This design comes from an exercise in tuning for small area, a short achievable clock period and few clock cycles per item on the open sky130 flow, not from production work.
In this exercise RTL edits were held to simulation tests only and were not proved equivalent to the original.
The clock port is modelled as an ideal driver; clocking choices that lean on that would not hold on a real chip.
Power figures rest on the tool's default switching activity, not on a simulated workload.

## build 14
// line_codec
module line_codec (
    input  wire        clk,
    input  wire        rst,           
    input  wire        cmd_valid,
    output wire        cmd_ready,
    input  wire [15:0] cmd,
    input  wire [7:0]  len,
    input  wire [63:0] line_in,
    input  wire [63:0] data_in,       
    output reg         done,
    output wire [15:0] rsp,
    output reg  [63:0] line_q,
    output reg  [63:0] data_q,
    output reg  [14:0] crc_q,
    output wire [7:0]  enstat_q
);
    genvar i;
    wire [3:0] op  = cmd[3:0];
    wire [1:0] fmt = cmd[5:4];
    wire       lb  = cmd[6];
    wire       rsv_ok = (cmd[15:7] == 9'd0);
    wire is_crc  = rsv_ok && (op == 4'h1);
    wire is_dec  = rsv_ok && (op == 4'h2);
    wire is_enc  = rsv_ok && (op == 4'h3);
    wire is_chk  = rsv_ok && (op == 4'h4);
    wire bad_format = (is_dec && (fmt == 2'd3)) ||
                      (is_enc && ((fmt == 2'd3) || (fmt == 2'd0)));
    wire len_gt8 = (len[7:4] != 4'd0) || (len[3] && (len[2:0] != 3'd0));
    wire len_gt6 = (len[7:3] != 5'd0) || (len[2:0] == 3'd7);
    wire bad_length = is_enc && ((fmt == 2'd1) ? (!lb && len_gt8)
                                               : ((fmt == 2'd2) && len_gt6));
    wire ok_crc  = is_crc && (fmt == 2'd0) && !lb;
    wire ok_dec  = is_dec && (fmt != 2'd3) && !lb;
    wire ok_enc  = is_enc && (fmt[1] ^ fmt[0]) && !(fmt[0] && lb) && !bad_length;
    wire ok_chk  = is_chk && (fmt == 2'd0) && !lb;
    wire bad_param = !(ok_crc || ok_dec || ok_enc || ok_chk);
    wire bad_opc   = bad_param && !bad_format && !bad_length;
    wire sel_d  = cmd[2] || (cmd[1] && cmd[0]);             
    wire sel_u  = !cmd[0] && !cmd[2] && (fmt == 2'd0);      
    wire sel_lh = !sel_d;                                   
    wire sel_ll = !sel_d && !sel_u;                         
    wire sel_lb = sel_d && fmt[1];                          
    wire [7:0] sel_dk;
    generate
        for (i = 0; i < 8; i = i + 1) begin : g_keep
            assign sel_dk[i] = sel_d && (cmd[2] || len[3] || (len[2:0] > i));
        end
    endgenerate
    wire [63:0] opnd_d;
    generate
        for (i = 0; i < 48; i = i + 1) begin : g_opl
            lc_ao222 u_op (.a(line_in[i]), .sa(sel_ll),
  ...
export LEC_CHECK = 0
export ABC_CLOCK_PERIOD_IN_PS = 3000
export CAP_MARGIN = 20
export CORE_MARGIN = 2
export CORE_UTILIZATION = 45
export SLEW_MARGIN = 20
export SYNTH_HIERARCHICAL = 1
export SYNTH_MINIMUM_KEEP_SIZE = 0
create_clock -name core_clock -period 9.0 [get_ports {clk}]
standard.sh (not shown) runs the stock make flow with config.mk's settings and CLKGATE_MAP_FILE= SYNTH_SCRIPT=/design/flow/synth_recipe.tcl, a recipe that flattens the netlist after the stock synthesis.
==> flow/flow/run.sh <==
#!/bin/bash
# Standard ORFS layout, with the port buffers made from the smallest buffer
# cell, a clock tree of clkbuf_4/clkbuf_8 without dummy loads, and the
# timing repair aimed at a setup slack of MARGIN ns at the 9 ns clock.
set -euo pipefail
MARGIN=$(cat flow/margin.txt)
bash standard.sh \
  BUFFER_PORTS_ARGS="-buffer_cell sky130_fd_sc_hd__buf_1" \
  CTS_ARGS="-sink_clustering_enable -repair_clock_nets -dont_use_dummy_load -buf_list {sky130_fd_sc_hd__clkbuf_4 sky130_fd_sc_hd__clkbuf_8}" \
  SETUP_SLACK_MARGIN=$MARGIN \
  finish > standard.log 2>&1
==> flow/flow/margin.txt <==
5.7
Testbench counts of build 14, summed over its fixed seeds: cycles 4,808, items 4,800.
Setup changes, build 14 to build 68
==> flow/flow/margin.txt <==
5.8
==> run summary <==
The higher clock-buffer cell count came out of build 14. Diff build 14 -> build 68: required time of the critical path ~0 delta; setup slack of the critical path after layout shrank by 0.024 ns; power consumption higher.
The following lists how build 58 was set up differently from build 68:
-- flow/flow/run.sh --
<<< build 68, line 4
# timing repair aimed at a setup slack of MARGIN ns at the 9 ns clock.
>>> build 58, line 4
# timing repair aimed at a setup slack of MARGIN ns at the 9 ns clock,
# then downsizing of gates off the critical paths (RECOVER_POWER).
<<< build 68, line 11
>>> build 58, line 12
  RECOVER_POWER=100 \
==> flow/flow/margin.txt <==
5.5
==> comparison <==
In build 58 the implementation completed, yet the final layout does not meet the checks, the culprit being max-capacitance violations, max-slew violations.
Against build 68, build 58 reports a fraction of power spent switching nets that is lower.
For build 68, the top power consumer group was combinational cells, unlike build 58, where it was sequential cells.
Taking build 68 as 1.0, build 58 lands at 0.944 on total length of routed wires.
Run comparison: build 58 first element of the critical path rst_q; build 68 first element of the critical path opnd[36]
Summary of build 58 over build 68: design area lost 8.1%; maximum frequency lost 42%.
[compare] base=build 68 new=build 58: power share of the clock group climbed 2.0 points; relative max-transition margin dropped 120 points; post-route clock period utilization climbed 26 points; sequential share of layout area climbed 2.1 points.
Relative to build 68, total of max-cap violations increased by 3 in build 58.

========
line_codec, a different RTL version from the one above (not shown whole).
For scale: roughly 320 I/O pins.
clock: 9.0 ns
lec_check: 0
abc_clock_period_in_ps: 3000
cap_margin: 20
core_margin: 2
core_utilization: 45
slew_margin: 20
synth_hierarchical: 1
synth_minimum_keep_size: 0
==> flow/flow/run.sh <==
#!/bin/bash
# Standard ORFS layout, with the port buffers made from the smallest buffer
# cell, a clock tree of clkbuf_8 (clusters of up to 12 sinks) without dummy
# loads, the timing repair aimed at a setup slack of MARGIN ns at the 9 ns
# clock, and a later clock for the result registers that wait for the CRC
# check (flow/skew.tcl, applied to the CTS result before routing).
set -euo pipefail
MARGIN=$(cat flow/margin.txt)
ARGS=(BUFFER_PORTS_ARGS="-buffer_cell sky130_fd_sc_hd__buf_1"
      CTS_ARGS="-sink_clustering_enable -repair_clock_nets -dont_use_dummy_load -buf_list {sky130_fd_sc_hd__clkbuf_8} -sink_clustering_size 12 -sink_clustering_max_diameter 40"
      SETUP_SLACK_MARGIN=$MARGIN)
bash standard.sh "${ARGS[@]}" cts > standard_cts.log 2>&1
RES=$PWD/orfs/results/sky130hd/line_codec/base openroad -no_init -exit flow/skew.tcl > skew.log 2>&1
bash standard.sh "${ARGS[@]}" finish > standard.log 2>&1
==> flow/flow/margin.txt <==
5.8
==> flow/flow/skew.tcl <==
# Delay the clock of the result registers that wait for the CRC check
# (data_q[47:0] and rsp_r): their data inputs come only from other
# registers (the stage-A operand and flags), so a later capture clock gives
# the register-to-register CRC path more time; their paths to the outputs
# lose the same time. One clock buffer is inserted per leaf clock net,
# driving that net's registers of this set. Runs on the CTS result, before
# global routing.
set res $::env(RES)
set plat $::env(FLOW_HOME)/platforms/sky130hd
read_lef $plat/lef/sky130_fd_sc_hd.tlef
read_lef $plat/lef/sky130_fd_sc_hd_merged.lef
read_liberty $plat/lib/sky130_fd_sc_hd__tt_025C_1v80.lib
read_db $res/4_cts.odb
read_sdc $res/4_cts.sdc
source $plat/setRC.tcl
set_propagated_clock [all_clocks]
estimate_parasitics -placement
report_worst_slack
set groups [dict create]
foreach inst [get_cells -filter "ref_name=~*dfxtp*"] {
  if {![regexp {^(data_q\[([0-9]|[1-3][0-9]|4[0-7])\]|rsp_r\[)} [get_full_name $inst]]} continue
  set pin [get_pins -of_objects $inst -filter "name==CLK"]
  dict lappend groups [get_full_name [get_nets -of_objects $pin]] [get_full_name $pin]
}
set k 0
dict for {net pins} $groups {
  insert_buffer -buffer_cell sky130_fd_sc_hd__clkbuf_8 -net $net -load_pins $pins \
    -buffer_name skewbuf_$k -net_name skewnet_$k
  incr k
}
puts "inserted $k skew buffers"
detailed_placement
check_placement
estimate_parasitics -placement
report_worst_slack
write_db $res/4_cts.odb
Testbench counts at the start, summed over its fixed seeds: cycles 4,808, items 4,800.
Edit:
==> flow/flow/margin.txt (replaced) <==
6.0
After rerunning: The changed run ran to the end with no violations. Final cell count came out higher by 4.0%. Via count is higher by 5.0%. Utilization went up by 5.0 points. Die area is unchanged. Power climbs by 9.6%. Combinational power climbs by 27%. Hold slack gains 0.028 ns. Wire length went up by 6.9%. Setup slack improved by 0.076 ns. Register-to-register slack gains 0.08 ns.

========
Setup of build 26:
line_codec with an RTL version that a note above also has.
For scale: roughly 890 cells after synthesis, about 320 I/O pins, ~9600 um^2 of cells after synthesis.
==> flow/config.mk <==
export PLATFORM = sky130hd
export DESIGN_NAME = line_codec
export DESIGN_NICKNAME = line_codec
export VERILOG_FILES = /design/flow/design.v
export SDC_FILE = /design/flow/constraint.sdc
export NUM_CORES = 4
export LEC_CHECK = 0
export ABC_CLOCK_PERIOD_IN_PS = 3000
export CAP_MARGIN = 20
export CORE_MARGIN = 2
export CORE_UTILIZATION = 45
export PLACE_DENSITY = 0.75
export SLEW_MARGIN = 20
export SYNTH_HIERARCHICAL = 1
export SYNTH_MINIMUM_KEEP_SIZE = 0
==> flow/constraint.sdc <==
create_clock -name core_clock -period 9.0 [get_ports {clk}]
set_input_delay 1.8000 -clock core_clock [delete_from_list [all_inputs] [get_ports {clk}]]
set_output_delay 1.8000 -clock core_clock [all_outputs]
set_load 0.01 [all_outputs]
==> flow/flow/run.sh <==
#!/bin/bash
# Standard ORFS layout, with the port buffers made from the smallest buffer
# cell, a clock tree of clkbuf_8 (clusters of up to 12 sinks) without dummy loads, and the
# timing repair aimed at a setup slack of MARGIN ns at the 9 ns clock.
set -euo pipefail
MARGIN=$(cat flow/margin.txt)
bash standard.sh \
  BUFFER_PORTS_ARGS="-buffer_cell sky130_fd_sc_hd__buf_1" \
  CTS_ARGS="-sink_clustering_enable -repair_clock_nets -dont_use_dummy_load -buf_list {sky130_fd_sc_hd__clkbuf_8} -sink_clustering_size 12 -sink_clustering_max_diameter 40" \
  SETUP_SLACK_MARGIN=$MARGIN \
  finish > standard.log 2>&1
==> flow/flow/margin.txt <==
5.5
Build 26 closes out successfully: all stages finished, all timing, DRC and antenna checks passed.
Testbench counts of build 26, summed over its fixed seeds: cycles 4,808, items 4,800.
The following lists how build 32 was set up differently from build 26:
- CORE_UTILIZATION changed from 45 to 35
- PLACE_DENSITY removed (was 0.75)
## What came out
Area of all sequential standard cells, build 32 vs build 26: up slightly
Build 32 vs build 26 on share of power burned in registers: build 32 is the lower one.
[compare] base=build 26 new=build 32: portion of netlist area occupied by mux cells was more or less identical, all-layer global routing usage now sits lower, non-clock buffer count grew by about 0.9%.
Looking at combinational share of power, build 32 sits 0.9 points lower than build 26 does.
In build 32, worst setup timing slack at the placement stage is higher than in build 26.
Build 32 leaves more setup margin than build 26.
Modified inputs, build 2 compared to build 32
- a change of CORE_UTILIZATION from 35 to 50
- an added PLACE_DENSITY of 0.68
Findings:
Build 32 leaves more setup margin than build 2. Note that the die area recorded for build 32 amounts to 1.4 times the value seen in build 2. Clock power for build 2: 5.2% down relative to build 32. Wire length reported by the detailed router of build 2 falls short of that of build 32 by a little under 10%. Build 2: flow completed, timing, DRC and antenna clean. In the tables for build 32 and build 2, core utilization reads lower with build 32. Diff build 2..build 32 | mux contribution to synthesized area | negligible.

## re-timing with driven ports
In the flow no input, the clock included, has a driving cell. The finished layouts below were timed again as built, in two steps.
Step 1: set_driving_cell puts a clkbuf_16 on clk and a buf_2 on each other input, an assumption about the parent block.
Step 2 moves the port delays by t, midway between the first and last clock arrival at a register: inputs arrive t later, outputs are due t later. That takes back most of the time a late clock gives input paths.
Slacks: ideal / step 1 / step 2; pairs: ideal / step 1.
run | t, ns | slack for setup (ns) | worst setup path after step 2
build 14 | 0.544 | 5.722 / 5.724 / 5.199 | input to register
build 68 | 0.546 | 5.698 / 5.698 / 5.293 | input to register
build 58 | 0.547 | 3.330 / 3.330 / 3.270 | input to register
the first run of note 2 | 0.660 | 5.781 / 5.781 / 5.206 | input to register
the second run of note 2 | 0.641 | 5.856 / 5.856 / 5.449 | input to register
build 26 | 0.584 | 5.592 / 5.592 / 5.113 | input to register
build 32 | 0.607 | 5.614 / 5.614 / 5.061 | input to register
build 2 | 0.574 | 5.544 / 5.544 / 4.996 | input to register
The setup slack of the first run of note 2, which loses most, moves by 0.000 ns with the drivers and by -0.575 ns with both steps.
